Context: an optimization exercise on an open-source flow, tuned for small area, a short achievable clock period and few clock cycles per item. The choices shown serve that exercise and are no tape-out recipe. No functional check of the RTL was part of this run.

<file path="design/flow/design.v">
module therm_rom_l2 (input wire cls, input wire [1:0] p, output wire [17:0] th);
    wire [2:0] a = {cls, p};
    assign th = (a[2] ? (a[1] ? (a[0] ? 18'd10782 : 18'd17378) : 18'd229376) : (a[1] ? (a[0] ? 18'd11152 : 18'd17728) : (a[0] ? 18'd160848 : 18'd229376)));
endmodule
module therm_rom_l3_2_0 (input wire cls, input wire [1:0] p, output wire [17:0] th);
    wire [2:0] a = {cls, p};
    assign th = (a[2] ? (a[1] ? (a[0] ? 18'd11270 : 18'd25104) : 18'd229376) : (a[1] ? (a[0] ? 18'd11737 : 18'd24186) : 18'd229376));
endmodule
module therm_rom_l3_2_1 (input wire cls, input wire [1:0] p, output wire [17:0] th);
    wire [2:0] a = {cls, p};
    assign th = (a[2] ? (a[1] ? (a[0] ? 18'd10501 : 18'd13872) : (a[0] ? 18'd97784 : 18'd229376)) : (a[1] ? (a[0] ? 18'd10790 : 18'd14472) : (a[0] ? 18'd73108 : 18'd229376)));
endmodule
module therm_rom_l4_2_00 (input wire cls, input wire [1:0] p, output wire [17:0] th);
    wire [2:0] a = {cls, p};
    assign th = (a[2] ? (a[1] ? (a[0] ? 18'd11646 : 18'd32280) : 18'd229376) : (a[1] ? (a[0] ? 18'd12165 : 18'd29726) : 18'd229376));
endmodule
module therm_rom_l4_2_01 (input wire cls, input wire [1:0] p, output wire [17:0] th);
    wire [2:0] a = {cls, p};
    assign th = (a[2] ? (a[1] ? (a[0] ? 18'd10991 : 18'd20456) : 18'd229376) : (a[1] ? (a[0] ? 18'd11408 : 18'd20384) : 18'd229376));
endmodule
module therm_rom_l4_2_10 (input wire cls, input wire [1:0] p, output wire [17:0] th);
    wire [2:0] a = {cls, p};
    assign th = (a[2] ? (a[1] ? (a[0] ? 18'd10623 : 18'd15301) : (a[0] ? 18'd154320 : 18'd229376)) : (a[1] ? (a[0] ? 18'd10950 : 18'd15838) : (a[0] ? 18'd106208 : 18'd229376)));
endmodule
module therm_rom_l4_2_11 (input wire cls, input wire [1:0] p, output wire [17:0] th);
    wire [2:0] a = {cls, p};
    assign th = (a[2] ? (a[1] ? (a[0] ? 18'd10240 : 18'd12871) : (a[0] ? 18'd65028 : 18'd229376)) : (a[1] ? (a[0] ? 18'd10662 : 18'd13470) : (a[0] ? 18'd52468 : 18'd229376)));
endmodule
module therm_rom_l5_4_0 (input wire cls, input wire [3:0] p, output wire [17:0] th);
    wire [4:0] a = {cls, p};
    assign th = (a[4] ? (a[3] ? (a[2] ? (a[1] ? (a[0] ? 18'd10240 : 18'd10697) : (a[0] ? 18'd11120 : 18'd11882)) : (a[1] ? (a[0] ? 18'd13328 : 18'd16241) : (a[0] ? 18'd22534 : 18'd37288))) : (a[2] ? (a[1] ? (a[0] ? 18'd79252 : 18'd197312) : 18'd229376) : 18'd229376)) : (a[3] ? (a[2] ? (a[1] ? (a[0] ? 18'd10722 : 18'd11045) : (a[0] ? 18'd11562 : 18'd12426)) : (a[1] ? (a[0] ? 18'd13933 : 18'd16704) : (a[0] ? 18'd22112 : 18'd33428))) : (a[2] ? (a[1] ? (a[0] ? 18'd61612 : 18'd130024) : 18'd229376) : 18'd229376)));
endmodule
module therm_rom_l5_4_1 (input wire cls, input wire [3:0] p, output wire [17:0] th);
    wire [4:0] a = {cls, p};
    assign th = (a[4] ? (a[3] ? (a[2] ? (a[1] ? (a[0] ? 18'd10240 : 18'd10558) : (a[0] ? 18'd10879 : 18'd11444)) : (a[1] ? (a[0] ? 18'd12486 : 18'd14521) : (a[0] ? 18'd18763 : 18'd28294))) : (a[2] ? (a[1] ? (a[0] ? 18'd54024 : 18'd122112) : 18'd229376) : 18'd229376)) : (a[3] ? (a[2] ? (a[1] ? (a[0] ? 18'd10607 : 18'd10865) : (a[0] ? 18'd11272 : 18'd11937)) : (a[1] ? (a[0] ? 18'd13071 : 18'd15100) : (a[0] ? 18'd18940 : 18'd26690))) : (a[2] ? (a[1] ? (a[0] ? 18'd45148 : 18'd87660) : (a[0] ? 18'd201056 : 18'd229376)) : 18'd229376)));
endmodule
module therm_rom_l6_5_0 (input wire cls, input wire [4:0] p, output wire [17:0] th);
    wire [5:0] a = {cls, p};
    assign th = (a[5] ? (a[4] ? (a[3] ? (a[2] ? (a[1] ? 18'd10240 : (a[0] ? 18'd10589 : 18'd10738)) : (a[1] ? (a[0] ? 18'd10933 : 18'd11192) : (a[0] ? 18'd11541 : 18'd12015))) : (a[2] ? (a[1] ? (a[0] ? 18'd12670 : 18'd13588) : (a[0] ? 18'd14893 : 18'd16782)) : (a[1] ? (a[0] ? 18'd19566 : 18'd23750) : (a[0] ? 18'd30174 : 18'd40264)))) : (a[3] ? (a[2] ? (a[1] ? (a[0] ? 18'd59176 : 18'd87896) : (a[0] ? 18'd137072 : 18'd229376)) : 18'd229376) : 18'd229376)) : (a[4] ? (a[3] ? (a[2] ? (a[1] ? (a[0] ? 18'd10634 : 18'd10755) : (a[0] ? 18'd10906 : 18'd11097)) : (a[1] ? (a[0] ? 18'd11338 : 18'd11647) : (a[0] ? 18'd12047 : 18'd12570))) : (a[2] ? (a[1] ? (a[0] ? 18'd13263 : 18'd14192) : (a[0] ? 18'd15454 : 18'd17194)) : (a[1] ? (a[0] ? 18'd19631 : 18'd23100) : (a[0] ? 18'd28134 : 18'd35580)))) : (a[3] ? (a[2] ? (a[1] ? (a[0] ? 18'd48608 : 18'd67028) : (a[0] ? 18'd96364 : 18'd144432)) : 18'd229376) : 18'd229376)));
endmodule
module therm_rom_l6_5_1 (input wire cls, input wire [4:0] p, output wire [17:0] th);
    wire [5:0] a = {cls, p};
    assign th = (a[5] ? (a[4] ? (a[3] ? (a[2] ? (a[1] ? 18'd10240 : (a[0] ? 18'd10529 : 18'd10659)) : (a[1] ? (a[0] ? 18'd10829 : 18'd11053) : (a[0] ? 18'd11353 : 18'd11759))) : (a[2] ? (a[1] ? (a[0] ? 18'd12316 : 18'd13090) : (a[0] ? 18'd14182 : 18'd15748)) : (a[1] ? (a[0] ? 18'd18036 : 18'd21440) : (a[0] ? 18'd26612 : 18'd34638)))) : (a[3] ? (a[2] ? (a[1] ? (a[0] ? 18'd49476 : 18'd71676) : (a[0] ? 18'd109104 : 18'd174240)) : 18'd229376) : 18'd229376)) : (a[4] ? (a[3] ? (a[2] ? (a[1] ? (a[0] ? 18'd10582 : 18'd10691) : (a[0] ? 18'd10826 : 18'd10996)) : (a[1] ? (a[0] ? 18'd11210 : 18'd11483) : (a[0] ? 18'd11834 : 18'd12291))) : (a[2] ? (a[1] ? (a[0] ? 18'd12892 : 18'd13693) : (a[0] ? 18'd14774 : 18'd16253)) : (a[1] ? (a[0] ? 18'd18308 : 18'd21210) : (a[0] ? 18'd25378 : 18'd31484)))) : (a[3] ? (a[2] ? (a[1] ? (a[0] ? 18'd42043 : 18'd56784) : (a[0] ? 18'd79952 : 18'd117360)) : (a[1] ? (a[0] ? 18'd179584 : 18'd229376) : 18'd229376)) : 18'd229376)));
endmodule
module therm_rom_l7_6_0 (input wire cls, input wire [5:0] p, output wire [17:0] th);
    wire [6:0] a = {cls, p};
    assign th = (a[6] ? (a[5] ? (a[4] ? (a[3] ? (a[2] ? (a[1] ? 18'd10240 : (a[0] ? 18'd10240 : 18'd10488)) : (a[1] ? (a[0] ? 18'd10543 : 18'd10606) : (a[0] ? 18'd10678 : 18'd10760))) : (a[2] ? (a[1] ? (a[0] ? 18'd10854 : 18'd10962) : (a[0] ? 18'd11086 : 18'd11230)) : (a[1] ? (a[0] ? 18'd11398 : 18'd11592) : (a[0] ? 18'd11820 : 18'd12086)))) : (a[3] ? (a[2] ? (a[1] ? (a[0] ? 18'd12399 : 18'd12768) : (a[0] ? 18'd13206 : 18'd13726)) : (a[1] ? (a[0] ? 18'd14348 : 18'd15092) : (a[0] ? 18'd15989 : 18'd17074))) : (a[2] ? (a[1] ? (a[0] ? 18'd18390 : 18'd20000) : (a[0] ? 18'd21974 : 18'd24408)) : (a[1] ? (a[0] ? 18'd27428 : 18'd31196) : (a[0] ? 18'd35924 : 18'd41891))))) : (a[4] ? (a[3] ? (a[2] ? (a[1] ? (a[0] ? 18'd51680 : 18'd62008) : (a[0] ? 18'd75340 : 18'd92672)) : (a[1] ? (a[0] ? 18'd115384 : 18'd145376) : (a[0] ? 18'd185344 : 18'd229376))) : 18'd229376) : 18'd229376)) : (a[5] ? (a[4] ? (a[3] ? (a[2] ? (a[1] ? (a[0] ? 18'd10594 : 18'd10647) : (a[0] ? 18'd10706 : 18'd10772)) : (a[1] ? (a[0] ? 18'd10846 : 18'd10928) : (a[0] ? 18'd11020 : 18'd11124))) : (a[2] ? (a[1] ? (a[0] ? 18'd11240 : 18'd11372) : (a[0] ? 18'd11522 : 18'd11692)) : (a[1] ? (a[0] ? 18'd11885 : 18'd12105) : (a[0] ? 18'd12357 : 18'd12647)))) : (a[3] ? (a[2] ? (a[1] ? (a[0] ? 18'd12980 : 18'd13365) : (a[0] ? 18'd13811 : 18'd14329)) : (a[1] ? (a[0] ? 18'd14934 : 18'd15642) : (a[0] ? 18'd16474 : 18'd17455))) : (a[2] ? (a[1] ? (a[0] ? 18'd18618 : 18'd20000) : (a[0] ? 18'd21650 : 18'd23632)) : (a[1] ? (a[0] ? 18'd26018 : 18'd28910) : (a[0] ? 18'd32432 : 18'd36740))))) : (a[4] ? (a[3] ? (a[2] ? (a[1] ? (a[0] ? 18'd43554 : 18'd50486) : (a[0] ? 18'd59130 : 18'd69980)) : (a[1] ? (a[0] ? 18'd83688 : 18'd101136) : (a[0] ? 18'd123488 : 18'd152368))) : (a[2] ? (a[1] ? (a[0] ? 18'd189952 : 18'd229376) : 18'd229376) : 18'd229376)) : 18'd229376)));
endmodule
module therm_rom_l7_6_1 (input wire cls, input wire [5:0] p, output wire [17:0] th);
    wire [6:0] a = {cls, p};
    assign th = (a[6] ? (a[5] ? (a[4] ? (a[3] ? (a[2] ? 18'd10240 : (a[1] ? (a[0] ? 18'd10515 : 18'd10574) : (a[0] ? 18'd10641 : 18'd10717))) : (a[2] ? (a[1] ? (a[0] ? 18'd10805 : 18'd10906) : (a[0] ? 18'd11022 : 18'd11156)) : (a[1] ? (a[0] ? 18'd11311 : 18'd11491) : (a[0] ? 18'd11702 : 18'd11947)))) : (a[3] ? (a[2] ? (a[1] ? (a[0] ? 18'd12236 : 18'd12576) : (a[0] ? 18'd12978 : 18'd13455)) : (a[1] ? (a[0] ? 18'd14023 : 18'd14703) : (a[0] ? 18'd15520 : 18'd16505))) : (a[2] ? (a[1] ? (a[0] ? 18'd17700 : 18'd19154) : (a[0] ? 18'd20936 : 18'd23126)) : (a[1] ? (a[0] ? 18'd25836 : 18'd29208) : (a[0] ? 18'd33424 : 18'd38732))))) : (a[4] ? (a[3] ? (a[2] ? (a[1] ? (a[0] ? 18'd47402 : 18'd56520) : (a[0] ? 18'd68244 : 18'd83432)) : (a[1] ? (a[0] ? 18'd103248 : 18'd129328) : (a[0] ? 18'd163920 : 18'd210208))) : 18'd229376) : 18'd229376)) : (a[5] ? (a[4] ? (a[3] ? (a[2] ? (a[1] ? (a[0] ? 18'd10570 : 18'd10620) : (a[0] ? 18'd10676 : 18'd10738)) : (a[1] ? (a[0] ? 18'd10808 : 18'd10886) : (a[0] ? 18'd10972 : 18'd11070))) : (a[2] ? (a[1] ? (a[0] ? 18'd11180 : 18'd11304) : (a[0] ? 18'd11445 : 18'd11604)) : (a[1] ? (a[0] ? 18'd11785 : 18'd11991) : (a[0] ? 18'd12227 : 18'd12497)))) : (a[3] ? (a[2] ? (a[1] ? (a[0] ? 18'd12807 : 18'd13165) : (a[0] ? 18'd13580 : 18'd14060)) : (a[1] ? (a[0] ? 18'd14620 : 18'd15274) : (a[0] ? 18'd16041 : 18'd16944))) : (a[2] ? (a[1] ? (a[0] ? 18'd18012 : 18'd19278) : (a[0] ? 18'd20788 : 18'd22596)) : (a[1] ? (a[0] ? 18'd24768 : 18'd27394) : (a[0] ? 18'd30584 : 18'd34476))))) : (a[4] ? (a[3] ? (a[2] ? (a[1] ? (a[0] ? 18'd40611 : 18'd46832) : (a[0] ? 18'd54566 : 18'd64244)) : (a[1] ? (a[0] ? 18'd76428 : 18'd91880) : (a[0] ? 18'd111608 : 18'd136992))) : (a[2] ? (a[1] ? (a[0] ? 18'd169904 : 18'd212928) : 18'd229376) : 18'd229376)) : 18'd229376)));
endmodule
module therm_conv (
    input  wire        clk,
    input  wire        rst,
    input  wire        in_valid,
    output wire        in_ready,
    input  wire [4:0]  in_chan,
    input  wire [15:0] in_rail,
    input  wire [15:0] in_v,
    input  wire [15:0] in_range,
    output wire        out_valid,
    input  wire        out_ready,
    output wire        out_ok,
    output wire [7:0]  out_temp
);
    reg        a_v, a_cls, a_nok, a_vok, a_e;
    reg [15:0] a_rail, a_d;
    reg        rdy;
    wire       acc = in_valid & rdy;
    always @(posedge clk) begin
        a_v    <= acc & ~rst;
        a_cls  <= (in_chan > 5'd2);
        a_nok  <= (in_range <= 16'd1500);
        a_vok  <= (in_v >= 16'd3000);
        a_e    <= ({2'd0, in_rail} >= {in_v, 2'd0});
        a_rail <= in_rail;
        a_d    <= in_v;
    end
    wire [16:0] b_df  = {1'b0, a_rail} - {1'b0, a_d};
    wire        b_okn = a_nok & a_vok & ~b_df[16] & (b_df[15:0] >= 16'd3000);
    reg        b_v, b_cls, b_ok, b_e;
    reg [20:0] b_r25;
    reg [15:0] b_d;
    always @(posedge clk) begin
        b_v   <= a_v & ~rst;
        b_cls <= a_cls;
        b_ok  <= b_okn;
        b_r25 <= {1'b0, a_rail, 4'd0} + {2'b0, a_rail, 3'd0} + {5'd0, a_rail};
        b_e   <= a_e;
        b_d   <= a_d;
    end
    wire [25:0] c_mm = {b_r25, 4'd0} + {1'b0, b_r25, 3'd0} + {5'd0, b_r25};
    reg        c_v, c_cls, c_ok, c_e;
    reg [27:0] c_m;            
    reg [15:0] c_d;
    always @(posedge clk) begin
        c_v   <= b_v & ~rst;
        c_cls <= b_cls;
        c_ok  <= b_ok;
        c_m   <= b_e ? {2'd0, c_mm} : {c_mm, 2'd0};
        c_e   <= b_e;
        c_d   <= b_ok ? b_d : 16'd0;    
    end
    wire [16:0] d0_r = {3'd0, c_m[27:14]};
    wire [15:0] d0_x = {c_m[13:0], 2'd0};
    wire [15:0] d0_d = c_d;
    wire        d0_e = c_e;
    wire        d0_cls = c_cls, d0_v = c_v;
    wire [16:0] s0_t  = {d0_r[15:0], d0_x[15]};
    wire        s0_ad = d0_r[16];     
    wire [16:0] s0_r  = s0_t + ({1'b0, d0_d} ^ {17{~s0_ad}}) + {16'd0, ~s0_ad};
    wire [15:0] s0_x  = {d0_x[14:0], ~s0_r[16]};
    reg  [16:0] p0_r; reg [15:0] p0_d; reg [15:0] p0_x; reg p0_e; reg p0_cls, p0_v;
    always @(posedge clk) begin p0_r <= s0_r; p0_d <= d0_d; p0_x <= s0_x; p0_e <= d0_e; p0_cls <= d0_cls; p0_v <= d0_v & ~rst; end
    wire [16:0] s1_t  = {p0_r[15:0], p0_x[15]};
    wire        s1_ad = p0_r[16];     
    wire [16:0] s1_r  = s1_t + ({1'b0, p0_d} ^ {17{~s1_ad}}) + {16'd0, ~s1_ad};
    wire [15:0] s1_x  = {p0_x[14:0], ~s1_r[16]};
    reg  [16:0] p1_r; reg [15:0] p1_d; reg [15:0] p1_x; reg p1_e; reg p1_cls, p1_v;
    always @(posedge clk) begin p1_r <= s1_r; p1_d <= p0_d; p1_x <= s1_x; p1_e <= p0_e; p1_cls <= p0_cls; p1_v <= p0_v & ~rst; end
    wire [16:0] s2_t  = {p1_r[15:0], p1_x[15]};
    wire        s2_ad = p1_r[16];     
    wire [16:0] s2_r  = s2_t + ({1'b0, p1_d} ^ {17{~s2_ad}}) + {16'd0, ~s2_ad};
    wire [15:0] s2_x  = {p1_x[14:0], ~s2_r[16]};
    reg  [16:0] p2_r; reg [15:0] p2_d; reg [15:0] p2_x; reg p2_e; reg p2_cls, p2_v;
    always @(posedge clk) begin p2_r <= s2_r; p2_d <= p1_d; p2_x <= s2_x; p2_e <= p1_e; p2_cls <= p1_cls; p2_v <= p1_v & ~rst; end
    wire [16:0] s3_t  = {p2_r[15:0], p2_x[15]};
    wire        s3_ad = p2_r[16];     
    wire [16:0] s3_r  = s3_t + ({1'b0, p2_d} ^ {17{~s3_ad}}) + {16'd0, ~s3_ad};
    wire [15:0] s3_x  = {p2_x[14:0], ~s3_r[16]};
    reg  [16:0] p3_r; reg [15:0] p3_d; reg [15:0] p3_x; reg p3_e; reg p3_cls, p3_v;
    always @(posedge clk) begin p3_r <= s3_r; p3_d <= p2_d; p3_x <= s3_x; p3_e <= p2_e; p3_cls <= p2_cls; p3_v <= p2_v & ~rst; end
    wire [16:0] s4_t  = {p3_r[15:0], p3_x[15]};
    wire        s4_ad = p3_r[16];     
    wire [16:0] s4_r  = s4_t + ({1'b0, p3_d} ^ {17{~s4_ad}}) + {16'd0, ~s4_ad};
    wire [15:0] s4_x  = {p3_x[14:0], ~s4_r[16]};
    reg  [16:0] p4_r; reg [15:0] p4_d; reg [15:0] p4_x; reg p4_e; reg p4_cls, p4_v;
    always @(posedge clk) begin p4_r <= s4_r; p4_d <= p3_d; p4_x <= s4_x; p4_e <= p3_e; p4_cls <= p3_cls; p4_v <= p3_v & ~rst; end
    wire [16:0] s5_t  = {p4_r[15:0], p4_x[15]};
    wire        s5_ad = p4_r[16];     
    wire [16:0] s5_r  = s5_t + ({1'b0, p4_d} ^ {17{~s5_ad}}) + {16'd0, ~s5_ad};
    wire [15:0] s5_x  = {p4_x[14:0], ~s5_r[16]};
    reg  [16:0] p5_r; reg [15:0] p5_d; reg [15:0] p5_x; reg p5_e; reg p5_cls, p5_v;
    always @(posedge clk) begin p5_r <= s5_r; p5_d <= p4_d; p5_x <= s5_x; p5_e <= p4_e; p5_cls <= p4_cls; p5_v <= p4_v & ~rst; end
    wire [16:0] s6_t  = {p5_r[15:0], p5_x[15]};
    wire        s6_ad = p5_r[16];     
    wire [16:0] s6_r  = s6_t + ({1'b0, p5_d} ^ {17{~s6_ad}}) + {16'd0, ~s6_ad};
    wire [15:0] s6_x  = {p5_x[14:0], ~s6_r[16]};
    reg  [16:0] p6_r; reg [15:0] p6_d; reg [15:0] p6_x; reg p6_e; reg p6_cls, p6_v;
    always @(posedge clk) begin p6_r <= s6_r; p6_d <= p5_d; p6_x <= s6_x; p6_e <= p5_e; p6_cls <= p5_cls; p6_v <= p5_v & ~rst; end
    wire [16:0] s7_t  = {p6_r[15:0], p6_x[15]};
    wire        s7_ad = p6_r[16];     
    wire [16:0] s7_r  = s7_t + ({1'b0, p6_d} ^ {17{~s7_ad}}) + {16'd0, ~s7_ad};
    wire [15:0] s7_x  = {p6_x[14:0], ~s7_r[16]};
    reg  [16:0] p7_r; reg [15:0] p7_d; reg [15:0] p7_x; reg p7_e; reg p7_cls, p7_v;
    always @(posedge clk) begin p7_r <= s7_r; p7_d <= p6_d; p7_x <= s7_x; p7_e <= p6_e; p7_cls <= p6_cls; p7_v <= p6_v & ~rst; end
    wire [16:0] s8_t  = {p7_r[15:0], p7_x[15]};
    wire        s8_ad = p7_r[16];     
    wire [16:0] s8_r  = s8_t + ({1'b0, p7_d} ^ {17{~s8_ad}}) + {16'd0, ~s8_ad};
    wire [15:0] s8_x  = {p7_x[14:0], ~s8_r[16]};
    reg  [16:0] p8_r; reg [15:0] p8_d; reg [15:0] p8_x; reg p8_e; reg p8_cls, p8_v;
    always @(posedge clk) begin p8_r <= s8_r; p8_d <= p7_d; p8_x <= s8_x; p8_e <= p7_e; p8_cls <= p7_cls; p8_v <= p7_v & ~rst; end
    wire [16:0] s9_t  = {p8_r[15:0], p8_x[15]};
    wire        s9_ad = p8_r[16];     
    wire [16:0] s9_r  = s9_t + ({1'b0, p8_d} ^ {17{~s9_ad}}) + {16'd0, ~s9_ad};
    wire [15:0] s9_x  = {p8_x[14:0], ~s9_r[16]};
    reg  [16:0] p9_r; reg [15:0] p9_d; reg [15:0] p9_x; reg p9_e; reg p9_cls, p9_v;
    always @(posedge clk) begin p9_r <= s9_r; p9_d <= p8_d; p9_x <= s9_x; p9_e <= p8_e; p9_cls <= p8_cls; p9_v <= p8_v & ~rst; end
    wire [16:0] s10_t  = {p9_r[15:0], p9_x[15]};
    wire        s10_ad = p9_r[16];     
    wire [16:0] s10_r  = s10_t + ({1'b0, p9_d} ^ {17{~s10_ad}}) + {16'd0, ~s10_ad};
    wire [15:0] s10_x  = {p9_x[14:0], ~s10_r[16]};
    reg  [16:0] p10_r; reg [15:0] p10_d; reg [15:0] p10_x; reg p10_e; reg p10_cls, p10_v;
    always @(posedge clk) begin p10_r <= s10_r; p10_d <= p9_d; p10_x <= s10_x; p10_e <= p9_e; p10_cls <= p9_cls; p10_v <= p9_v & ~rst; end
    wire [16:0] s11_t  = {p10_r[15:0], p10_x[15]};
    wire        s11_ad = p10_r[16];     
    wire [16:0] s11_r  = s11_t + ({1'b0, p10_d} ^ {17{~s11_ad}}) + {16'd0, ~s11_ad};
    wire [15:0] s11_x  = {p10_x[14:0], ~s11_r[16]};
    reg  [16:0] p11_r; reg [15:0] p11_d; reg [15:0] p11_x; reg p11_e; reg p11_cls, p11_v;
    always @(posedge clk) begin p11_r <= s11_r; p11_d <= p10_d; p11_x <= s11_x; p11_e <= p10_e; p11_cls <= p10_cls; p11_v <= p10_v & ~rst; end
    wire [16:0] s12_t  = {p11_r[15:0], p11_x[15]};
    wire        s12_ad = p11_r[16];     
    wire [16:0] s12_r  = s12_t + ({1'b0, p11_d} ^ {17{~s12_ad}}) + {16'd0, ~s12_ad};
    wire [15:0] s12_x  = {p11_x[14:0], ~s12_r[16]};
    reg  [16:0] p12_r; reg [15:0] p12_d; reg [15:0] p12_x; reg p12_e; reg p12_cls, p12_v;
    always @(posedge clk) begin p12_r <= s12_r; p12_d <= p11_d; p12_x <= s12_x; p12_e <= p11_e; p12_cls <= p11_cls; p12_v <= p11_v & ~rst; end
    wire [16:0] s13_t  = {p12_r[15:0], p12_x[15]};
    wire        s13_ad = p12_r[16];     
    wire [16:0] s13_r  = s13_t + ({1'b0, p12_d} ^ {17{~s13_ad}}) + {16'd0, ~s13_ad};
    wire [15:0] s13_x  = {p12_x[14:0], ~s13_r[16]};
    reg  [16:0] p13_r; reg [15:0] p13_d; reg [15:0] p13_x; reg p13_e; reg p13_cls, p13_v;
    always @(posedge clk) begin p13_r <= s13_r; p13_d <= p12_d; p13_x <= s13_x; p13_e <= p12_e; p13_cls <= p12_cls; p13_v <= p12_v & ~rst; end
    wire [16:0] s14_t  = {p13_r[15:0], p13_x[15]};
    wire        s14_ad = p13_r[16];     
    wire [16:0] s14_r  = s14_t + ({1'b0, p13_d} ^ {17{~s14_ad}}) + {16'd0, ~s14_ad};
    wire [15:0] s14_x  = {p13_x[14:0], ~s14_r[16]};
    reg  [16:0] p14_r; reg [15:0] p14_d; reg [15:0] p14_x; reg p14_e; reg p14_cls, p14_v;
    always @(posedge clk) begin p14_r <= s14_r; p14_d <= p13_d; p14_x <= s14_x; p14_e <= p13_e; p14_cls <= p13_cls; p14_v <= p13_v & ~rst; end
    wire [16:0] s15_t  = {p14_r[15:0], p14_x[15]};
    wire        s15_ad = p14_r[16];     
    wire [16:0] s15_r  = s15_t + ({1'b0, p14_d} ^ {17{~s15_ad}}) + {16'd0, ~s15_ad};
    wire [15:0] s15_x  = {p14_x[14:0], ~s15_r[16]};
    reg  [15:0] p15_x; reg p15_e; reg p15_ok, p15_cls, p15_v;
    always @(posedge clk) begin p15_x <= s15_x; p15_e <= p14_e; p15_ok <= (p14_d != 16'd0); p15_cls <= p14_cls; p15_v <= p14_v & ~rst; end
    wire [15:0] qn = p15_x;
    wire        qe = p15_e;
    wire [17:0] q  = qe ? {qn, 2'd0} : {2'd0, qn};    
    wire        q_ok = p15_ok, q_cls = p15_cls, q_v = p15_v;
    wire [2:0] e0_le;
    assign e0_le[0] = ({2'd0, qn} <= (q_cls ? (qe ? 18'd11363 : 18'd45454) : (qe ? 18'd9813 : 18'd39252)));
    assign e0_le[1] = ({2'd0, qn} <= (q_cls ? (qe ? 18'd57344 : 18'd229376) : (qe ? 18'd57344 : 18'd229376)));
    assign e0_le[2] = ({2'd0, qn} <= (q_cls ? (qe ? 18'd3040 : 18'd12160) : (qe ? 18'd3181 : 18'd12726)));
    wire [1:0] e0_b;
    assign e0_b[1] = e0_le[0];
    assign e0_b[0] = (e0_b[1] ? e0_le[2] : e0_le[1]);
    wire [17:0] e0_tn;
    therm_rom_l2 u_l2 (.cls(q_cls), .p(e0_b), .th(e0_tn));
    reg [17:0] f0_q, f0_t; reg [1:0] f0_p; reg f0_ok, f0_cls, f0_v;
    always @(posedge clk) begin f0_q <= q; f0_t <= e0_tn; f0_p <= e0_b; f0_ok <= q_ok; f0_cls <= q_cls; f0_v <= q_v & ~rst; end
    wire        e1_b = (f0_q <= f0_t);
    wire [17:0] e1_u0, e1_u1;
    therm_rom_l3_2_0 u_l3_0 (.cls(f0_cls), .p(f0_p), .th(e1_u0));
    therm_rom_l3_2_1 u_l3_1 (.cls(f0_cls), .p(f0_p), .th(e1_u1));
    wire        e1_c = e1_b ? (f0_q <= e1_u1) : (f0_q <= e1_u0);
    wire [17:0] e1_t0;
    therm_rom_l4_2_00 u_l4_2_00 (.cls(f0_cls), .p(f0_p), .th(e1_t0));
    wire [17:0] e1_t1;
    therm_rom_l4_2_01 u_l4_2_01 (.cls(f0_cls), .p(f0_p), .th(e1_t1));
    wire [17:0] e1_t2;
    therm_rom_l4_2_10 u_l4_2_10 (.cls(f0_cls), .p(f0_p), .th(e1_t2));
    wire [17:0] e1_t3;
    therm_rom_l4_2_11 u_l4_2_11 (.cls(f0_cls), .p(f0_p), .th(e1_t3));
    reg [17:0] f1_q, f1_t; reg [3:0] f1_p; reg f1_ok, f1_cls, f1_v;
    always @(posedge clk) begin f1_q <= f0_q; f1_t <= e1_b ? (e1_c ? e1_t3 : e1_t2) : (e1_c ? e1_t1 : e1_t0); f1_p <= {f0_p, e1_b, e1_c}; f1_ok <= f0_ok; f1_cls <= f0_cls; f1_v <= f0_v & ~rst; end
    wire        e2_b = (f1_q <= f1_t);
    wire [17:0] e2_t0;
    therm_rom_l5_4_0 u_l5_4_0 (.cls(f1_cls), .p(f1_p), .th(e2_t0));
    wire [17:0] e2_t1;
    therm_rom_l5_4_1 u_l5_4_1 (.cls(f1_cls), .p(f1_p), .th(e2_t1));
    reg [17:0] f2_q, f2_t; reg [4:0] f2_p; reg f2_ok, f2_cls, f2_v;
    always @(posedge clk) begin f2_q <= f1_q; f2_t <= e2_b ? e2_t1 : e2_t0; f2_p <= {f1_p, e2_b}; f2_ok <= f1_ok; f2_cls <= f1_cls; f2_v <= f1_v & ~rst; end
    wire        e3_b = (f2_q <= f2_t);
    wire [17:0] e3_t0;
    therm_rom_l6_5_0 u_l6_5_0 (.cls(f2_cls), .p(f2_p), .th(e3_t0));
    wire [17:0] e3_t1;
    therm_rom_l6_5_1 u_l6_5_1 (.cls(f2_cls), .p(f2_p), .th(e3_t1));
    reg [17:0] f3_q, f3_t; reg [5:0] f3_p; reg f3_ok, f3_cls, f3_v;
    always @(posedge clk) begin f3_q <= f2_q; f3_t <= e3_b ? e3_t1 : e3_t0; f3_p <= {f2_p, e3_b}; f3_ok <= f2_ok; f3_cls <= f2_cls; f3_v <= f2_v & ~rst; end
    wire        e4_b = (f3_q <= f3_t);
    wire [17:0] e4_t0;
    therm_rom_l7_6_0 u_l7_6_0 (.cls(f3_cls), .p(f3_p), .th(e4_t0));
    wire [17:0] e4_t1;
    therm_rom_l7_6_1 u_l7_6_1 (.cls(f3_cls), .p(f3_p), .th(e4_t1));
    reg [17:0] f4_q, f4_t; reg [6:0] f4_p; reg f4_ok, f4_cls, f4_v;
    always @(posedge clk) begin f4_q <= f3_q; f4_t <= e4_b ? e4_t1 : e4_t0; f4_p <= {f3_p, e4_b}; f4_ok <= f3_ok; f4_cls <= f3_cls; f4_v <= f3_v & ~rst; end
    wire        e5_b = (f4_q <= f4_t);
    reg [7:0] f5_p; reg f5_ok, f5_v;
    always @(posedge clk) begin f5_p <= {f4_p, e5_b}; f5_ok <= f4_ok; f5_v <= f4_v & ~rst; end
    wire        e_v = f5_v;
    wire [7:0]  e_d = f5_ok ? (f5_p ^ 8'h80) : 8'h80;
    reg  [7:0]  mem [0:25];
    reg  [4:0]  wp, rp;
    reg         fne;       
    reg         ov;
    reg  [8:0]  od;
    reg  [4:0]  cnt;     
    wire [7:0]  hd   = fne ? mem[rp] : e_d;
    wire        hok  = (hd != 8'h80);
    wire        hv   = fne | e_v;
    wire        ld   = ~ov | out_ready;
    wire        pop  = ld & hv;
    wire        dlv  = ov & out_ready;
    wire [4:0]  wp1 = (wp == 5'd25) ? 5'd0 : wp + 1'b1;
    wire [4:0]  rp1 = (rp == 5'd25) ? 5'd0 : rp + 1'b1;
    always @(posedge clk) begin
        if (e_v) mem[wp] <= e_d;
        if (ld) od <= {hok, hok ? hd : 8'h00};
        if (rst) begin
            wp <= 0; rp <= 0; fne <= 1'b0; ov <= 1'b0; cnt <= 0; rdy <= 1'b1;
        end else begin
            if (e_v) wp <= wp1;
            if (pop) rp <= rp1;
            if (e_v & ~pop) fne <= 1'b1;
            else if (pop & ~e_v) fne <= (rp1 != wp);
            if (ld) ov <= hv;
            case ({acc, dlv})
                2'b10:   begin cnt <= cnt + 1'b1; rdy <= (cnt + 1 < 27); end
                2'b01:   begin cnt <= cnt - 1'b1; rdy <= (cnt - 1 < 27); end
                default: rdy <= (cnt < 27);
            endcase
        end
    end
    assign in_ready  = rdy;
    assign out_valid = ov;
    assign out_ok    = od[8];
    assign out_temp  = od[7:0];
endmodule
</file>
<file path="design/flow/config.mk">
export PLATFORM = sky130hd
export DESIGN_NAME = therm_conv
export DESIGN_NICKNAME = therm_conv
export VERILOG_FILES = /design/flow/design.v
export SDC_FILE = /design/flow/constraint.sdc
export NUM_CORES = 4
export LEC_CHECK = 0
export CAP_MARGIN = 20
export CORE_MARGIN = 2
export CORE_UTILIZATION = 65
export CTS_BUF_LIST = sky130_fd_sc_hd__clkbuf_8
export CTS_CLUSTER_DIAMETER = 35
export CTS_CLUSTER_SIZE = 12
export SLEW_MARGIN = 20
export SYNTH_MEMORY_MAX_BITS = 16384
</file>
<file path="design/flow/standard.sh">
#!/bin/bash
# synth_recipe.tcl (not shown) runs the flow's synth.tcl, then flattens the netlist and writes it again
# the make line also repeats each setting of config.mk as NAME=value (left out here)
make -C /OpenROAD-flow-scripts/flow DESIGN_CONFIG=/design/flow/config.mk WORK_HOME=/design/flow/orfs CLKGATE_MAP_FILE= SYNTH_SCRIPT=/design/flow/synth_recipe.tcl "${@:-finish}"
</file>
<file path="design/flow/constraint.sdc">
create_clock -name core_clock -period 10.0 [get_ports {clk}]
set_input_delay 2.0000 -clock core_clock [delete_from_list [all_inputs] [get_ports {clk}]]
set_output_delay 2.0000 -clock core_clock [all_outputs]
set_load 0.01 [all_outputs]
</file>
<file path="design/flow/flow/run.sh">
#!/bin/bash
# Layout flow: the standard flow (standard.sh), with timing repair aiming
# below the clock period (a larger setup-slack margin), so that the achieved
# period shrinks.  Each tool's full output is in the ORFS logs under orfs/logs;
# make's own output goes to flow_make.log.
set -euo pipefail
export SETUP_SLACK_MARGIN=6.65
bash ./standard.sh finish > flow_make.log 2>&1
</file>
==> results.py <==
metrics = {
    "finish": {
        "drive_above_1_share_pct": 11.0,
        "syn2layout_area_growth_pct": 11.0,
        "post-route-util_pct": 72.7,
        "multi_input_area_um2": 30100,
        "regArea_um2": 29400,
        "fill_cells": 6733,
        "layout.nets": 6618,
        "stdcell_count": 7371,
        "stdcell_area_um2": 67800,
    },
    "global_route": {
        "antenna_found_initial": 6,
        "grt_pass1_wl_um": 217000,
        "grt_pass1_vias": 41800,
        "grt_overflow": 0,
        "grt.total_usage_pct": 27.5,
        "grt_max_degree": 77,
    },
    "setup_path": {
        "cp-end-kind": "output pin",
        "crit_buf_inv": 1,
        "r2r_cells": 11,
        "worst_r2r_startpoint": "f3_p[0]$_DFF_P_",
        "path_max_fanout": 1,
        "cp_slowest_stage_delay_ps": 390,
        "critical_path_class": "reg2out",
        "crit_required_ps": 8000,
        "regToRegEndpoint": "f4_t[7]$_DFF_P_",
        "crit_path_cell_trace": "buf_2",
        "crit_path_top_delay_cell": "edfxtp_1",
        "cp_top_family": "flip-flops",
        "cp.arrival_ps": 1360,
        "startpoint_type": "register",
        "worstSetupStartpoint": "od[4]$_SDFFCE_PN0P_",
        "r2r_setup_slack_ps": 6740,
    },
    "sta": {
        "fmax_ghz": 0.297,
        "final.min_clock_period_ps": 3360,
        "rsz0062_at_grt": "yes",
        "slew_viol_final": 0,
        "finalCritPeriodShare_pct": 33.6,
        "setup_ws_ps": 6640,
        "fin_tns_setup_ps": 0,
        "worst_slew_pin_slew_ps": 1080,
        "relSlewSlack_pct": 27.7,
        "hold_viol": 0,
        "fin_skew_ps": 34.4,
        "holdWs_ps": 309,
        "setup_viol": 0,
    },
    "min_path": {
        "whs_path_depth": 0,
        "hold_class": "reg2reg",
        "whs_endpoint": "p2_x[5]$_DFF_P_",
        "hold_start": "p1_x[4]$_DFF_P_",
    },
    "clocking": {
        "cts_tree": "done",
        "insertion_delay_ps": 830,
        "clk_pin_slew_ps": 70,
        "htreeDepth": 4,
        "cts-root-buf": "clkbuf_8",
        "holdBufCountCts": 0,
        "clock-sinks": 1359,
        "numCtsBuffers": 179,
        "cts_buffer_depth": 3,
    },
    "die": {
        "dieArea_um2": 96400,
        "io_pins": 68,
        "fp-row-count": 112,
        "coreArea_um2": 93200,
        "die_height_um": 311,
        "initial_core_util_pct": 65.5,
        "die_width_um": 311,
    },
    "logic_synthesis": {
        "synth-compound-area-share_pct": 13.9,
        "synth-edff-count": 217,
        "syn-num-nets": 6494,
        "synth_fa_ha_area_share_pct": 12.6,
        "syn_area_per_cell_um2": 10.4,
        "synth_cell_types": 86,
        "synthesis.area_um2": 61100,
        "yosys_most_used_dff": "dfxtp_1",
        "ys_warn_count": 1,
        "synthArstFlopShare_pct": 0,
        "synth_top_family_by_area": "compound AO/OA/AOI/OAI gates",
        "ys_ff_latch": 1359,
        "yosys.area_share.simple_pct": 10.7,
        "synth-xor-area-share_pct": 7.24,
        "syn_inst": 5852,
        "muxShareOfSynthArea_pct": 3.97,
        "yosysSeqAreaShare_pct": 48.1,
    },
    "place": {
        "io_buffers": 67,
        "dp_hpwl_um": 93100,
        "finalWeightedCongestion": 0.965,
        "dp_slack_ps": 5420,
        "place_area_um2": 62900,
        "place_inst": 7007,
    },
    "drt": {
        "wl_per_cell_um": 18.1,
        "ant_nets": 0,
        "route.detailed.drc": 0,
        "wl_um": 134000,
        "num_vias": 42500,
        "dr.first_iter.drc_count": 3369,
        "avgViaCountPerCell": 5.77,
        "drt-pass1-iter-count": 6,
    },
    "run_status": {
        "status": "complete, no violations",
    },
    "flow_run": {
        "drv_cap": 0,
    },
}
worst max-delay path by stage:
stage                     cells past startpoint  slack (ps)             endpoint
after floorplan                              10        6510  cnt[4]$_SDFFE_PP0N_
after global placement                       13        5430      f1_t[2]$_DFF_P_
after detailed placement                     13        5420      f1_t[2]$_DFF_P_
after CTS                                     1        6570          out_temp[4]
after global routing                          1        6580          out_temp[2]
final                                         1        6640          out_temp[4]
what timing repair did:
item	CTS	global route
gates cloned	0	0
gates resized for setup	109	109
endpoints found under the hold margin	0	0
setup buffers	18	24
setup endpoints to repair	83	89
pin swaps	3	17
registers in the layout, indices dropped and copies added (netlist names), 18 cells and up, named ones only:
signal / count
f4_t: 18
mem: 208
f3_q: 18
c_m: 28
f1_q: 18
f2_t: 18
f0_q: 18
f3_t: 18
f2_q: 18
b_r25: 21
f4_q: 18
f1_t: 18
cell usage after synthesis (23+ instances only):
| cell type | n | area share (%) |
|---|---|---|
| a211oi_1 | 47 | 0.58 |
| a21boi_0 | 25 | 0.31 |
| a21o_1 | 76 | 0.93 |
| a21oi_1 | 392 | 3.2 |
| a31o_2 | 23 | 0.33 |
| a31oi_1 | 57 | 0.58 |
| and2_1 | 63 | 0.65 |
| and3_1 | 38 | 0.39 |
| buf_1 | 44 | 0.27 |
| buf_2 | 23 | 0.19 |
| clkbuf_1 | 141 | 0.87 |
| dfxtp_1 | 1142 | 37 |
| edfxtp_1 | 217 | 11 |
| fa_1 | 49 | 1.6 |
| ha_1 | 536 | 11 |
| inv_1 | 337 | 2.1 |
| mux2_2 | 33 | 0.61 |
| mux2i_1 | 61 | 1.0 |
| mux4_2 | 64 | 2.4 |
| nand2_1 | 328 | 2.0 |
| nand2b_1 | 61 | 0.62 |
| nand3_1 | 136 | 1.1 |
| nand4_1 | 40 | 0.41 |
| nor2_1 | 406 | 2.5 |
| nor2b_1 | 106 | 1.1 |
| nor3_1 | 108 | 0.89 |
| o211ai_1 | 32 | 0.39 |
| o21a_1 | 88 | 1.1 |
| o21ai_0 | 298 | 2.4 |
| or3_1 | 24 | 0.25 |
| xnor2_1 | 425 | 6.1 |
| xor2_1 | 80 | 1.1 |
cells by family after synthesis:
group | after synthesis
AND/OR/NAND/NOR | 1377
flip-flops | 1359
AO/OA/AOI/OAI | 1313
adder cells (fa/ha/maj) | 585
buffers and inverters | 555
XOR/XNOR | 505
multiplexers | 158
area by class of cell:
| cell class | instances | area share [%] |
|---|---|---|
| Multi-Input combinational cell | 3938 | 44.3 |
| Sequential cell | 1359 | 43.4 |
| Clock buffer | 190 | 3.86 |
| Tap cell | 1254 | 2.31 |
| Clock inverter | 129 | 2.10 |
| Timing Repair Buffer | 155 | 2.00 |
| Inverter | 343 | 1.95 |
| Antenna cell | 3 | 0.0111 |
cells in the final DEF (no fill, tap or decap), types with 24 or more instances in the layout:
master,count
xnor2_1,425
fa_1,47
nor2_1,403
nand3_1,136
clkinvlp_4,25
inv_1,351
nand4_1,40
edfxtp_1,217
ha_1,525
o21ai_1,34
mux2i_1,60
a211oi_1,46
and2_1,59
nand2b_1,60
inv_6,24
mux4_2,64
o41ai_2,27
xor2_1,76
mux2_2,33
a21o_1,76
dfxtp_1,1116
clkbuf_8,190
nor3_1,107
or3_1,24
o21ai_0,267
o21a_1,87
a21oi_1,382
clkdlybuf4s50_1,55
and3_1,38
buf_4,78
a31oi_1,55
nor2b_1,102
nand2_1,325
o211ai_1,32
per-layer routing:
metal,global-route usage (%),part of all wire (%),up-vias,wire [um]
met4,9.16,2.6,0,3510
met2,44.9,47,1262,62400
met1,37.2,45,20100,59500
li1,-,-,20900,-
met3,4.58,6.1,257,8100
met5,0,0,-,0

-- separate check: timing with driven ports --
Ports are ideal in the flow. The routed layout listed here was re-timed in OpenROAD.
Step 1 assumes that a clkbuf_16 drives the clock port and a buf_2 every other input.
Step 2 also shifts input and output timing later by t, the mid clock arrival at the registers, as if the neighbouring blocks saw the same clock.
Three values: ideal ports, drivers, drivers and shift; two values: the first two.
t (ns): 0.893
slack for setup (ns): 6.638 / 6.569 / 5.861
worst setup path after step 2: input to register
worst slew at a driven data input, ns: 0.04
cell pins on the clock port's net: 1
After both steps this run still meets setup and hold. The setup slack of this run moves by -0.069 ns with the drivers and by -0.777 ns with both steps.
